Context: an optimization exercise on an open-source flow, tuned for small area, a short achievable clock period and few clock cycles. The choices shown serve that exercise and are no tape-out recipe.
Function was checked by simulation only, so behaviour that the tests miss may differ from the original.
No activity file was given, so power comes from the tool's default toggle rates.

`design/flow/design.v`:
```
module engine_div (
    input  wire [34:0] a,
    input  wire [34:0] b,
    input  wire        sub,
    output wire [35:0] sum
);
    assign sum = {1'b0, a} + {1'b0, (b ^ {35{sub}})} + {35'd0, sub};
endmodule
module stepper_engine (
    input  wire        clk,
    input  wire        rst,
    input  wire        tick_valid,
    output wire        tick_ready,
    input  wire        bus_valid,
    input  wire        bus_write,
    input  wire [7:0]  bus_addr,
    input  wire [31:0] bus_wdata,
    output wire        bus_ready,
    output reg         bus_rvalid,
    output reg  [31:0] bus_rdata,
    output wire        step_out,
    output wire        dir_out,
    output wire        ena_out
);
    localparam [1:0] RS_STOP = 2'd0, RS_ACCEL = 2'd1, RS_RUN = 2'd2, RS_DECEL = 2'd3;
    localparam [4:0] U_IDLE = 5'd0,
                     U_EP1  = 5'd1,    
                     U_EP2  = 5'd2,    
                     U_EP3  = 5'd3,    
                     U_EP4  = 5'd4,    
                     U_NORM = 5'd5,    
                     U_DIV  = 5'd6,    
                     U_MUL  = 5'd7,    
                     U_SQRT = 5'd8,    
                     U_P1   = 5'd9,    
                     U_P2   = 5'd10,   
                     U_P3   = 5'd11,   
                     U_P4   = 5'd12,   
                     U_P5   = 5'd13,   
                     U_P6   = 5'd14,   
                     U_P7   = 5'd15,   
                     U_P8   = 5'd16,   
                     U_P9   = 5'd17,   
                     U_P10  = 5'd18,   
                     U_P11  = 5'd19,   
                     U_P12  = 5'd20,   
                     U_P12B = 5'd21,   
                     U_P12C = 5'd22,   
                     U_P13  = 5'd23;   
    reg        direction;
    reg [1:0]  run_state;
    reg [31:0] step_delay;
    reg [31:0] min_delay;
    reg [31:0] accel_count;
    reg [31:0] decel_start;
    reg [31:0] decel_val;
    reg [31:0] rest;
    reg [31:0] last_accel_delay;
    reg [31:0] step_count;
    reg        edge_parity;
    reg        running;
    reg [31:0] arg_steps;
    reg [31:0] arg_accel;
    reg [31:0] arg_decel;
    reg [31:0] arg_speed;
    reg [9:0]  tmr;
    reg        ch_en;
    reg        tim_en;
    reg        out_q;
    reg        ena_q;
    reg [3:0]  rd_idx;
    reg [4:0]  ustate;
    reg [4:0]  uret;      
    reg [4:0]  umret;     
    reg        busy;      
    reg [33:0] R;
    reg [34:0] Q;
    reg [33:0] D;
    reg [5:0]  j;
    reg [5:0]  mk;
    reg        xneg;
    reg        qneg;
    reg        ovf_mode;
    reg        ovf;
    assign step_out = out_q;
    assign dir_out  = direction;
    assign ena_out  = ena_q;
    wire tmr_hit   = ch_en && (tmr == 10'd1);
    wire need_div  = tmr_hit && edge_parity && run_state[0];
    wire div_ready = (ustate == U_IDLE);
    assign tick_ready = !busy && !(need_div && !div_ready);
    assign bus_ready  = !busy;
    wire tick_acc = tick_valid && tick_ready;
    wire bus_acc  = bus_valid && !busy;
    wire wr_acc   = bus_acc && bus_write;
    wire rd_acc   = bus_acc && !bus_write;
    wire match    = tick_acc && tmr_hit;
    wire step_now = match && edge_parity;
    wire cmd_wr   = wr_acc && (bus_addr == 8'h00);
    wire plan_ok  = !running && (arg_accel != 32'd0) && (arg_decel != 32'd0) &&
                    (arg_speed != 32'd0) && (arg_steps != 32'd0) &&
                    (arg_steps != 32'h8000_0000);
    wire plan_go  = cmd_wr && (bus_wdata == 32'd1) && plan_ok;
    wire n_is_one = (arg_steps == 32'd1) || (arg_steps == 32'hFFFF_FFFF);
    wire [31:0] sc_inc   = step_count + 32'd1;
    wire [31:0] ac_inc   = accel_count + 32'd1;
    wire        sc_ge_ds = ($signed(sc_inc) >= $signed(decel_start));
    wire        q_le_md  = ($signed(Q[31:0]) <= $signed(min_delay));
    reg  [34:0] add_a;
    reg  [34:0] add_b;
    reg         add_sub;
    wire [35:0] add_s;
    engine_div u_add (.a(add_a), .b(add_b), .sub(add_sub), .sum(add_s));
    wire [34:0] Rs    = {R, Q[34]};
    wire [34:0] Rs2   = {1'b0, R[31:0], Q[27:26]};
    wire [34:0] trial = {17'd0, D[15:0], 2'b01};
    wire        ge    = add_s[35];
    function [5:0] kmax;
        input [31:0] x;
        begin
            if      (x[31:28] != 4'd0) kmax = 6'd32;
            else if (x[27:24] != 4'd0) kmax = 6'd28;
            else if (x[23:20] != 4'd0) kmax = 6'd24;
            else if (x[19:16] != 4'd0) kmax = 6'd20;
            else if (x[15:12] != 4'd0) kmax = 6'd16;
            else if (x[11:8]  != 4'd0) kmax = 6'd12;
            else if (x[7:4]   != 4'd0) kmax = 6'd8;
            else                       kmax = 6'd4;
        end
    endfunction
    wire [31:0] al_fix = (Q[31:0] == 32'd0) ? 32'd1 : Q[31:0];
    always @(*) begin
        add_a   = {R[33], R};
        add_b   = {1'b0, D};
        add_sub = 1'b0;
        case (ustate)
            U_EP1: begin
                add_a = {{2{step_delay[31]}}, step_delay, 1'b0};
                add_b = {{3{rest[31]}}, rest};
            end
            U_EP2, U_EP4: begin
                add_a   = 35'd0;
                add_b   = {R[33], R};
                add_sub = 1'b1;
            end
            U_EP3: begin
                add_a   = {3'd0, step_delay};
                add_b   = {3'd0, Q[31:0]};
                add_sub = !(xneg ^ qneg);
            end
            U_NORM, U_DIV: begin
                add_a   = Rs;
                add_sub = 1'b1;
            end
            U_MUL: begin
                add_a = {1'b0, R};
                add_b = Q[0] ? {1'b0, D} : 35'd0;
            end
            U_SQRT: begin
                add_a   = Rs2;
                add_b   = trial;
                add_sub = 1'b1;
            end
            U_P1: begin
                add_a   = 35'd0;
                add_b   = {3'd0, arg_steps};
                add_sub = arg_steps[31];
            end
            U_P9: begin
                add_a = {3'd0, arg_accel};
                add_b = {3'd0, arg_decel};
            end
            U_P10: begin
                add_a   = {3'd0, decel_val};
                add_b   = {3'd0, al_fix};
                add_sub = 1'b1;
            end
            U_P11: begin
                add_a   = {3'd0, decel_start};
                add_b   = {3'd0, accel_count};
                add_sub = 1'b1;
            end
            U_P12C: begin
                add_a   = 35'd0;
                add_b   = {3'd0, Q[31:0]};
                add_sub = 1'b1;
            end
            U_P13: begin
                add_a = {3'd0, accel_count};
                add_b = {3'd0, decel_val};
            end
            default: ;
        endcase
    end
    always @(*) begin
        case (rd_idx)
            4'd1:  bus_rdata = {22'd0, 1'b0, out_q, ena_q, tim_en, ch_en,
                                edge_parity, direction, run_state, running};
            4'd2:  bus_rdata = arg_steps;
            4'd3:  bus_rdata = arg_accel;
            4'd4:  bus_rdata = arg_decel;
            4'd5:  bus_rdata = arg_speed;
            4'd6:  bus_rdata = step_delay;
            4'd7:  bus_rdata = min_delay;
            4'd8:  bus_rdata = accel_count;
            4'd9:  bus_rdata = decel_start;
            4'd10: bus_rdata = decel_val;
            4'd11: bus_rdata = rest;
            4'd12: bus_rdata = last_accel_delay;
            4'd13: bus_rdata = step_count;
            default: bus_rdata = 32'd0;
        endcase
    end
    wire       rd_ok     = (bus_addr[1:0] == 2'b00) && (bus_addr[7:2] <= 6'd13);
    wire [3:0] rd_idx_in = rd_ok ? bus_addr[5:2] : 4'd0;
    always @(posedge clk) begin
        if (rst) begin
            direction        <= 1'b0;
            run_state        <= RS_STOP;
            step_delay       <= 32'd0;
            min_delay        <= 32'd0;
            accel_count      <= 32'd0;
            decel_start      <= 32'd0;
            decel_val        <= 32'd0;
            rest             <= 32'd0;
            last_accel_delay <= 32'd0;
            step_count       <= 32'd0;
            edge_parity      <= 1'b0;
            running          <= 1'b0;
            arg_steps        <= 32'd0;
            arg_accel        <= 32'd0;
            arg_decel        <= 32'd0;
            arg_speed        <= 32'd0;
            tmr              <= 10'd0;
            ch_en            <= 1'b0;
            tim_en           <= 1'b0;
            out_q            <= 1'b0;
            ena_q            <= 1'b0;
            bus_rvalid       <= 1'b0;
            rd_idx           <= 4'd0;
            ustate           <= U_IDLE;
            uret             <= U_IDLE;
            umret            <= U_IDLE;
            busy             <= 1'b0;
            R                <= 34'd0;
            Q                <= 35'd0;
            D                <= 34'd0;
            j                <= 6'd0;
            mk               <= 6'd0;
            xneg             <= 1'b0;
            qneg             <= 1'b0;
            ovf_mode         <= 1'b0;
            ovf              <= 1'b0;
        end else begin
            bus_rvalid <= rd_acc;
            if (rd_acc)
                rd_idx <= rd_idx_in;
            case (ustate)
                U_EP1: begin
                    R    <= add_s[33:0];
                    xneg <= add_s[34];
                    D    <= ac_inc[31] ? {~ac_inc, 2'b11} : {ac_inc, 2'b01};
                    qneg <= ac_inc[31];
                    Q    <= 35'd0;
                    j    <= 6'd0;
                    uret <= U_EP3;
                    ustate <= add_s[34] ? U_EP2 : U_NORM;
                end
                U_EP2: begin
                    R      <= add_s[33:0];
                    ustate <= U_NORM;
                end
                U_EP3: begin
                    Q[31:0] <= add_s[31:0];
                    ustate  <= xneg ? U_EP4 : U_IDLE;
                end
                U_EP4: begin
                    R      <= add_s[33:0];
                    ustate <= U_IDLE;
                end
                U_NORM: begin
                    if (ge) begin
                        if (ovf_mode && j == 6'd33) begin
                            ovf    <= 1'b1;
                            ustate <= uret;
                        end else begin
                            R <= {1'b0, R[33:1]};
                            Q <= {R[0], Q[34:1]};
                            j <= j + 6'd1;
                        end
                    end else if (j == 6'd0) begin
                        ustate <= uret;
                    end else begin
                        R <= Rs[33:0];
                        Q <= {Q[33:0], 1'b0};
                        j <= j - 6'd1;
                        ustate <= (j == 6'd1) ? uret : U_DIV;
                    end
                end
                U_DIV: begin
                    R <= ge ? add_s[33:0] : Rs[33:0];
                    Q <= {Q[33:0], ge};
                    j <= j - 6'd1;
                    if (j == 6'd1)
                        ustate <= uret;
                end
                U_MUL: begin
                    R <= add_s[34:1];
                    Q <= {add_s[0], Q[34:1]};
                    j <= j + 6'd1;
                    if (j + 6'd1 == mk)
                        ustate <= umret;
                end
                U_SQRT: begin
                    R <= ge ? add_s[33:0] : Rs2[33:0];
                    D <= {D[32:0], ge};
                    Q <= {Q[32:0], 2'b00};
                    j <= j - 6'd1;
                    if (j == 6'd1)
                        ustate <= U_P4;
                end
                U_P1: begin
                    accel_count <= add_s[31:0];            
                    R      <= 34'd10000;
                    Q      <= 35'd0;
                    D      <= {2'b00, arg_speed};
                    j      <= 6'd0;
                    uret   <= U_P2;
                    ustate <= U_NORM;
                end
                U_P2: begin
                    min_delay <= Q[31:0];
                    R      <= 34'd200000000;
                    Q      <= 35'd0;
                    D      <= {2'b00, arg_accel};
                    j      <= 6'd0;
                    uret   <= U_P3;
                    ustate <= U_NORM;
                end
                U_P3: begin
                    R      <= 34'd0;
                    D      <= 34'd0;
                    j      <= 6'd14;
                    ustate <= U_SQRT;
                end
                U_P4: begin
                    R      <= 34'd0;
                    Q      <= 35'd169;
                    j      <= 6'd0;
                    mk     <= 6'd8;
                    umret  <= U_P5;
                    ustate <= U_MUL;
                end
                U_P5: begin
                    D      <= 34'd250;
                    uret   <= U_P6;
                    ustate <= U_NORM;
                end
                U_P6: begin
                    if (q_le_md) begin
                        step_delay <= min_delay;
                        run_state  <= RS_RUN;
                        tmr        <= min_delay[9:0];
                    end else begin
                        step_delay <= Q[31:0];
                        run_state  <= RS_ACCEL;
                        tmr        <= Q[9:0];
                    end
                    R      <= 34'd0;
                    Q      <= {3'd0, arg_speed};
                    D      <= {2'b00, arg_speed};
                    j      <= 6'd0;
                    mk     <= kmax(arg_speed);
                    umret  <= U_P7;
                    ustate <= U_MUL;
                end
                U_P7: begin
                    D        <= {1'b0, arg_accel, 1'b0};
                    ovf_mode <= 1'b1;
                    ovf      <= 1'b0;
                    uret     <= U_P8;
                    ustate   <= U_NORM;
                end
                U_P8: begin
                    decel_val <= (Q[31:0] == 32'd0) ? 32'd1 : Q[31:0];    
                    ovf_mode  <= 1'b0;
                    R      <= 34'd0;
                    Q      <= {3'd0, accel_count};
                    D      <= {2'b00, arg_decel};
                    j      <= 6'd0;
                    mk     <= kmax(accel_count);
                    umret  <= U_P9;
                    ustate <= U_MUL;
                end
                U_P9: begin
                    D      <= add_s[33:0];
                    uret   <= U_P10;
                    ustate <= U_NORM;
                end
                U_P10: begin
                    decel_start <= al_fix;                   
                    ustate <= (ovf || ge) ? U_P11 : U_P12;
                end
                U_P11: begin
                    decel_val <= (add_s[31:0] == 32'd0) ? 32'hFFFF_FFFF : add_s[31:0];
                    ustate <= U_P13;
                end
                U_P12: begin
                    R      <= 34'd0;
                    Q      <= {3'd0, decel_val};
                    D      <= {2'b00, arg_accel};
                    j      <= 6'd0;
                    mk     <= kmax(decel_val);
                    umret  <= U_P12B;
                    ustate <= U_MUL;
                end
                U_P12B: begin
                    D      <= {2'b00, arg_decel};
                    uret   <= U_P12C;
                    ustate <= U_NORM;
                end
                U_P12C: begin
                    decel_val <= (add_s[31:0] == 32'd0) ? 32'hFFFF_FFFF : add_s[31:0];
                    ustate <= U_P13;
                end
                U_P13: begin
                    decel_start <= add_s[31:0];
                    accel_count <= 32'd0;
                    busy        <= 1'b0;
                    ustate      <= U_EP1;
                end
                default: ;
            endcase
            if (tick_acc) begin
                tmr <= tmr - 10'd1;
                if (match) begin
                    out_q       <= ~out_q;
                    tmr         <= step_delay[9:0];
                    edge_parity <= ~edge_parity;
                end
                if (step_now) begin
                    case (run_state)
                        RS_STOP: begin
                            step_count  <= 32'd0;
                            rest        <= 32'd0;
                            accel_count <= 32'd0;
                            ch_en       <= 1'b0;
                            running     <= 1'b0;
                        end
                        RS_RUN: begin
                            step_count <= sc_inc;
                            if (sc_ge_ds) begin
                                accel_count <= decel_val;
                                step_delay  <= last_accel_delay;
                                run_state   <= RS_DECEL;
                            end else begin
                                step_delay  <= min_delay;
                            end
                            ustate <= U_EP1;
                        end
                        default: begin
                            step_count  <= sc_inc;
                            accel_count <= ac_inc;
                            rest        <= R[31:0];
                            step_delay  <= Q[31:0];
                            if (run_state == RS_ACCEL) begin
                                if (sc_ge_ds) begin
                                    accel_count <= decel_val;
                                    run_state   <= RS_DECEL;
                                end else if (q_le_md) begin
                                    last_accel_delay <= Q[31:0];
                                    step_delay       <= min_delay;
                                    rest             <= 32'd0;
                                    run_state        <= RS_RUN;
                                end
                            end else if (!ac_inc[31]) begin
                                run_state <= RS_STOP;
                            end
                            ustate <= U_EP1;
                        end
                    endcase
                end
            end
            if (wr_acc) begin
                case (bus_addr)
                    8'h00: if (bus_wdata == 32'd2) run_state <= RS_STOP;
                    8'h08: arg_steps <= bus_wdata;
                    8'h0C: arg_accel <= bus_wdata;
                    8'h10: arg_decel <= bus_wdata;
                    8'h14: arg_speed <= bus_wdata;
                    default: ;
                endcase
            end
            if (plan_go) begin
                direction <= arg_steps[31];
                running   <= 1'b1;
                ch_en     <= 1'b1;
                ena_q     <= 1'b1;
                tim_en    <= 1'b1;
                if (n_is_one) begin
                    accel_count <= 32'hFFFF_FFFF;
                    run_state   <= RS_DECEL;
                    step_delay  <= 32'd200;
                    tmr         <= 10'd200;
                    ustate      <= U_EP1;
                end else begin
                    busy   <= 1'b1;
                    ustate <= U_P1;
                end
            end
        end
    end
endmodule
```
`design/flow/run.sh`:
```
#!/bin/bash
# synth_recipe.tcl (not shown) runs the flow's synth.tcl, then flattens the netlist and writes it again
# the make line also repeats each setting of config.mk as NAME=value (left out here)
make -C /OpenROAD-flow-scripts/flow DESIGN_CONFIG=/design/flow/config.mk WORK_HOME=/design/flow/orfs CLKGATE_MAP_FILE= SYNTH_SCRIPT=/design/flow/synth_recipe.tcl finish
```
`design/flow/config.mk`:
```
export PLATFORM = sky130hd
export DESIGN_NAME = stepper_engine
export DESIGN_NICKNAME = stepper_engine
export VERILOG_FILES = /design/flow/design.v
export SDC_FILE = /design/flow/constraint.sdc
export NUM_CORES = 4
export LEC_CHECK = 0
export CAP_MARGIN = 20
export CORE_MARGIN = 2
export CORE_UTILIZATION = 30
export SLEW_MARGIN = 20
```
`design/flow/constraint.sdc`:
```
create_clock -name core_clock -period 20.0 [get_ports {clk}]
set_input_delay 4.0000 -clock core_clock [delete_from_list [all_inputs] [get_ports {clk}]]
set_output_delay 4.0000 -clock core_clock [all_outputs]
set_load 0.01 [all_outputs]
```
==> notes.md <==
state kept, by name (all words and copies together) (netlist names), 10 cells and up:
signal	count
arg_accel	32
tmr	10
R	34
min_delay	32
step_count	32
decel_val	32
accel_count	32
Q	35
arg_decel	32
arg_steps	32
decel_start	32
rest	32
last_accel_delay	32
step_delay	32
arg_speed	32
D	34
metrics by stage:
| stage | util, % | setup WS, ns | area (µm²) | instances | hold slack, ns |
|---|---|---|---|---|---|
| detailed placement | 32.3 | 11.48 | 41200 | 6716 | 0.459 |
| global route | 34.0 | 10.82 | 43500 | 6839 | 0.484 |
| finish | 34.1 | 11.01 | 43500 | 6850 | 0.471 |
| floorplan | - | 13.51 | 38700 | 5334 | 0.435 |
| global placement | 32.2 | 11.61 | 41200 | 6715 | 0.448 |
| CTS | 34.0 | 11.44 | 43400 | 6838 | 0.472 |
critical path, cell delays in order, from the launching register on:
cell and delay (ns):
sky130_fd_sc_hd__dfxtp_2 0.74, sky130_fd_sc_hd__buf_4 0.65, sky130_fd_sc_hd__nor2_1 0.29, sky130_fd_sc_hd__nand2_1 0.38
sky130_fd_sc_hd__nor2_4 0.04, sky130_fd_sc_hd__buf_4 0.30, sky130_fd_sc_hd__buf_4 0.35, sky130_fd_sc_hd__a22oi_1 0.20
sky130_fd_sc_hd__nand3_1 0.10, sky130_fd_sc_hd__a221oi_1 0.85, sky130_fd_sc_hd__a21oi_1 0.17, sky130_fd_sc_hd__ha_1 0.39
sky130_fd_sc_hd__a21oi_1 0.23, sky130_fd_sc_hd__o21ai_0 0.18, sky130_fd_sc_hd__a221o_1 0.37, sky130_fd_sc_hd__a2111oi_0 0.56
sky130_fd_sc_hd__nand3_1 0.27, sky130_fd_sc_hd__o21ai_4 0.66, sky130_fd_sc_hd__buf_4 0.66, sky130_fd_sc_hd__nor2_1 0.25
sky130_fd_sc_hd__nor2_1 0.16, sky130_fd_sc_hd__buf_4 0.20, sky130_fd_sc_hd__o22ai_1 0.10, sky130_fd_sc_hd__a2111oi_0 0.45
sky130_fd_sc_hd__nor3_1 0.10
final cells by class:
type,instances,area [µm²]
Antenna cell,11,27.5
Clock buffer,95,1990
Multi-Input combinational cell,4152,25800
Tap cell,1662,2080
Sequential cell,539,10800
Fill cell,13500,84200
Clock inverter,27,275
Timing Repair Buffer,255,2150
Inverter,109,409
power by group through the flow:
| stage | Combinational [mW] | Clock, mW | Sequential [mW] |
|---|---|---|---|
| floorplan | 2.94 | 0 | 1.25 |
| global placement | 4.79 | 0 | 1.38 |
| detailed placement | 4.79 | 0 | 1.38 |
| CTS | 4.80 | 1.30 | 1.36 |
| global route | 5.22 | 1.35 | 1.38 |
| finish | 5.11 | 1.31 | 1.38 |
logic make-up (layout without fill, tap and decap cells):
group | count (synthesis) | count (layout) | share of synthesized area (%)
other | 0 | 11 | 0
xor gates and xnor gates | 174 | 174 | 3.94
buffers and inverters | 643 | 486 | 6.31
muxes | 85 | 85 | 2.24
AOI/OAI and AO/OA | 1936 | 1936 | 34.8
and+or+nand+nor | 1849 | 1849 | 21.3
DFF | 539 | 539 | 27.9
adders and majority gates | 108 | 108 | 3.52
routing by layer:
metal | share of wire (%) | wire [µm] | global-route usage, % | vias up
met5 | 0.042 | 102 | 0 | -
met3 | 17 | 40900 | 16.3 | 1127
met1 | 37 | 90200 | 44.7 | 23100
met4 | 8.2 | 20100 | 22.9 | 10
met2 | 38 | 92600 | 47.2 | 4600
li1 | - | - | - | 19600
worst paths after layout:
path                                         endpoint  slack (ns)  cells past startpoint
worst min register to register  umret[0]$_SDFFE_PP0P_        0.47                      2
worst min-delay path            umret[0]$_SDFFE_PP0P_        0.47                      2
worst max register to register     R[26]$_SDFFE_PP0P_       11.01                     24
worst max-delay path               R[26]$_SDFFE_PP0P_       11.01                     24
placed cells by master (no fill, tap or decap), drive strengths merged, types with 23 or more instances in the layout:
| cell type | Yosys | layout |
|---|---|---|
| nand2 | 830 | 830 |
| a21oi | 566 | 566 |
| dfxtp | 539 | 539 |
| nor2 | 432 | 432 |
| a22oi | 296 | 296 |
| a221oi | 240 | 240 |
| o21ai | 236 | 236 |
| buf | 53 | 174 |
| nand3 | 160 | 160 |
| a22o | 127 | 127 |
| xnor2 | 122 | 122 |
| nand4 | 115 | 115 |
| inv | 108 | 112 |
| ha | 107 | 107 |
| clkbuf | 481 | 95 |
| clkdlybuf4s50 | 0 | 81 |
| nor4 | 76 | 76 |
| mux2i | 74 | 74 |
| nor3 | 71 | 71 |
| a222oi | 65 | 65 |
| o22ai | 63 | 63 |
| xor2 | 52 | 52 |
| a211oi | 52 | 52 |
| a21o | 46 | 46 |
| o221ai | 41 | 41 |
| and3 | 34 | 34 |
| o211ai | 32 | 32 |
| a31oi | 26 | 26 |
| nand2b | 25 | 25 |
| nor2b | 23 | 23 |
==> impl_metrics.env <==
export IMPL_vias=48400
export IMPL_totalPowerFinal_mw=7.81
export IMPL_report_final_slew_viol_count=0
export IMPL_floorplan_die_area_um2=132000
export IMPL_worstMarginPinSlew_ns=1.30
export IMPL_rel_slew_slack_pct=12.5
export IMPL_detail_route_iter0_violations=10500
export IMPL_worstSkewPairLatency_ns=0.67
export IMPL_final_layout_size_suffix_gt1_share_pct=8.07
export IMPL_intPower_mw=3.36
export IMPL_power_sequential_fraction_pct=17.7
export IMPL_async_flop_share_pct=0
export IMPL_swShare_pct=56.9
export IMPL_power_switching_mw=4.44
export IMPL_via_per_inst=7.06
export IMPL_clock_fmax_mhz=111
export IMPL_postCtsHoldBufs=0
export IMPL_crit_type="reg2reg"
export IMPL_timing_critical_path_required_ns=20.48
export IMPL_yosysWarnings=1
export IMPL_classification_of_the_worst_slack_hold_path="reg2reg"
export IMPL_cp_startpoint="ustate[2]$_SDFF_PP0_"
export IMPL_root_buffer="sky130_fd_sc_hd__clkbuf_16"
export IMPL_grt_ovfl_total=0
export IMPL_syn_to_final_growth_pct=12.5
export IMPL_setup_worst_path_start_class="flop"
export IMPL_total_leakage_power_nw=14.8
export IMPL_worst_ir_drop_vdd_uv=158
export IMPL_first_global_vias=43000
export IMPL_timing_final_crit_period_ns=8.99
export IMPL_cts_reportedPaths_clkPinSlew_ns=0.06
export IMPL_netlist_instances=5334
export IMPL_synth_yosys_seq_area_share_pct=27.9
export IMPL_synth_cell_types=89
export IMPL_grt_first_pass_wirelength_um=338000
export IMPL_hold_viol=0
export IMPL_relative_contribution_of_combinational_cells_to_total_power_pct=65.5
export IMPL_synthesized_netlist_net_count=5487
export IMPL_rsz0062_at_grt="false"
export IMPL_synth_most_common_cell="sky130_fd_sc_hd__nand2_1"
export IMPL_ranking_of_synthesized_cells_by_area="sky130_fd_sc_hd__dfxtp_1 28%, sky130_fd_sc_hd__nand2_1 8.1%, sky130_fd_sc_hd__a21oi_1 7.3%, sky130_fd_sc_hd__a22oi_1 5.7%, sky130_fd_sc_hd__a221oi_1 5.0%"
export IMPL_p_per_area_nw_per_um2=179
export IMPL_pin_count_of_the_biggest_net_entering_global_routing=117
export IMPL_post_route_period_util_pct=45.0
export IMPL_drv_cap=0
export IMPL_crit_arrival_ns=9.47
export IMPL_synth_largest_area_cell="sky130_fd_sc_hd__dfxtp_1"
export IMPL_clkPwrFrac_pct=16.8
export IMPL_hp_start="umret[0]$_SDFFE_PP0P_"
export IMPL_outcome="no timing/DRC/antenna violations"
export IMPL_post_drt_wl_per_cell_um=35.6
export IMPL_synth_area_per_cell_um2=7.25
export IMPL_finalWeightedCongestion=1.07
export IMPL_detailedRoute_firstPassIterationCount=13
export IMPL_antenna_violations_before_repair=12
export IMPL_design_core_area_um2=128000
export IMPL_place_detailed_hpwl_um=170000
export IMPL_setup_viol=0
export IMPL_drcViolationCount=0
export IMPL_cts_max_level=3
export IMPL_cts_buffers=69
export IMPL_cts_repair_resized=0
export IMPL_starting_density_of_the_core_pct=30.3
export IMPL_port_buffers=82
export IMPL_clock_buffer_depth=3
export IMPL_path_max_fanout=51
export IMPL_io_pin_count=83
export IMPL_design_final_nets=5279
export IMPL_post_synth_instance_area_um2=38700
export IMPL_synth_enable_flop_cells=0
export IMPL_crit_path_end_kind="flop"
export IMPL_grt_util_all_layers_pct=35.2
export IMPL_postRouteAntennaNets=0
export IMPL_synth_ff_type="sky130_fd_sc_hd__dfxtp_1"
export IMPL_num_rows=131
export IMPL_final_setup_skew_ns=0.0340
export IMPL_synth_largest_type_area_fraction_pct=27.9
export IMPL_critical_register_to_register_path_startpoint="ustate[2]$_SDFF_PP0_"
export IMPL_postCtsSetupBuffers=0
export IMPL_die_h_um=363
export IMPL_clock_sinks=539
export IMPL_tritoncts_clock_tree="yes"
export IMPL_finalWirelength_um=244000
export IMPL_dieWidth_um=363
export IMPL_synth_top_cells_by_count="830 x sky130_fd_sc_hd__nand2_1, 563 x sky130_fd_sc_hd__a21oi_1, 539 x sky130_fd_sc_hd__dfxtp_1, 481 x sky130_fd_sc_hd__clkbuf_1, 431 x sky130_fd_sc_hd__nor2_1"
export IMPL_finalSetupTns_ns=0
export IMPL_synth_seq_cells=539
Testbench counts, summed over its fixed seeds: cycles 363,935.

[what the ideal ports hide]
The results above use ideal ports. As a check the final layout listed here was re-extracted and re-timed, cells and wires unchanged.
Step 1: set_driving_cell puts a clkbuf_16 on clk and a buf_2 on each other input, an assumption about the parent block.
Step 2, shift: input delay + t, output delay - t, t = (earliest + latest rising clock arrival at the registers) / 2. This alone moves slack from input paths to output paths.
a / b / c = no drivers / after step 1 / after step 2; a / b = the first two.
t, ns: 0.723
setup slack, ns: 11.006 / 11.006 / 11.006
hold slack, ns: 0.471 / 0.471 / 0.471
pins driven straight from the clock port: 1
After both steps this run still meets setup and hold. For this run, drivers alone change the setup slack by 0.000 ns; drivers and shift together by 0.000 ns.
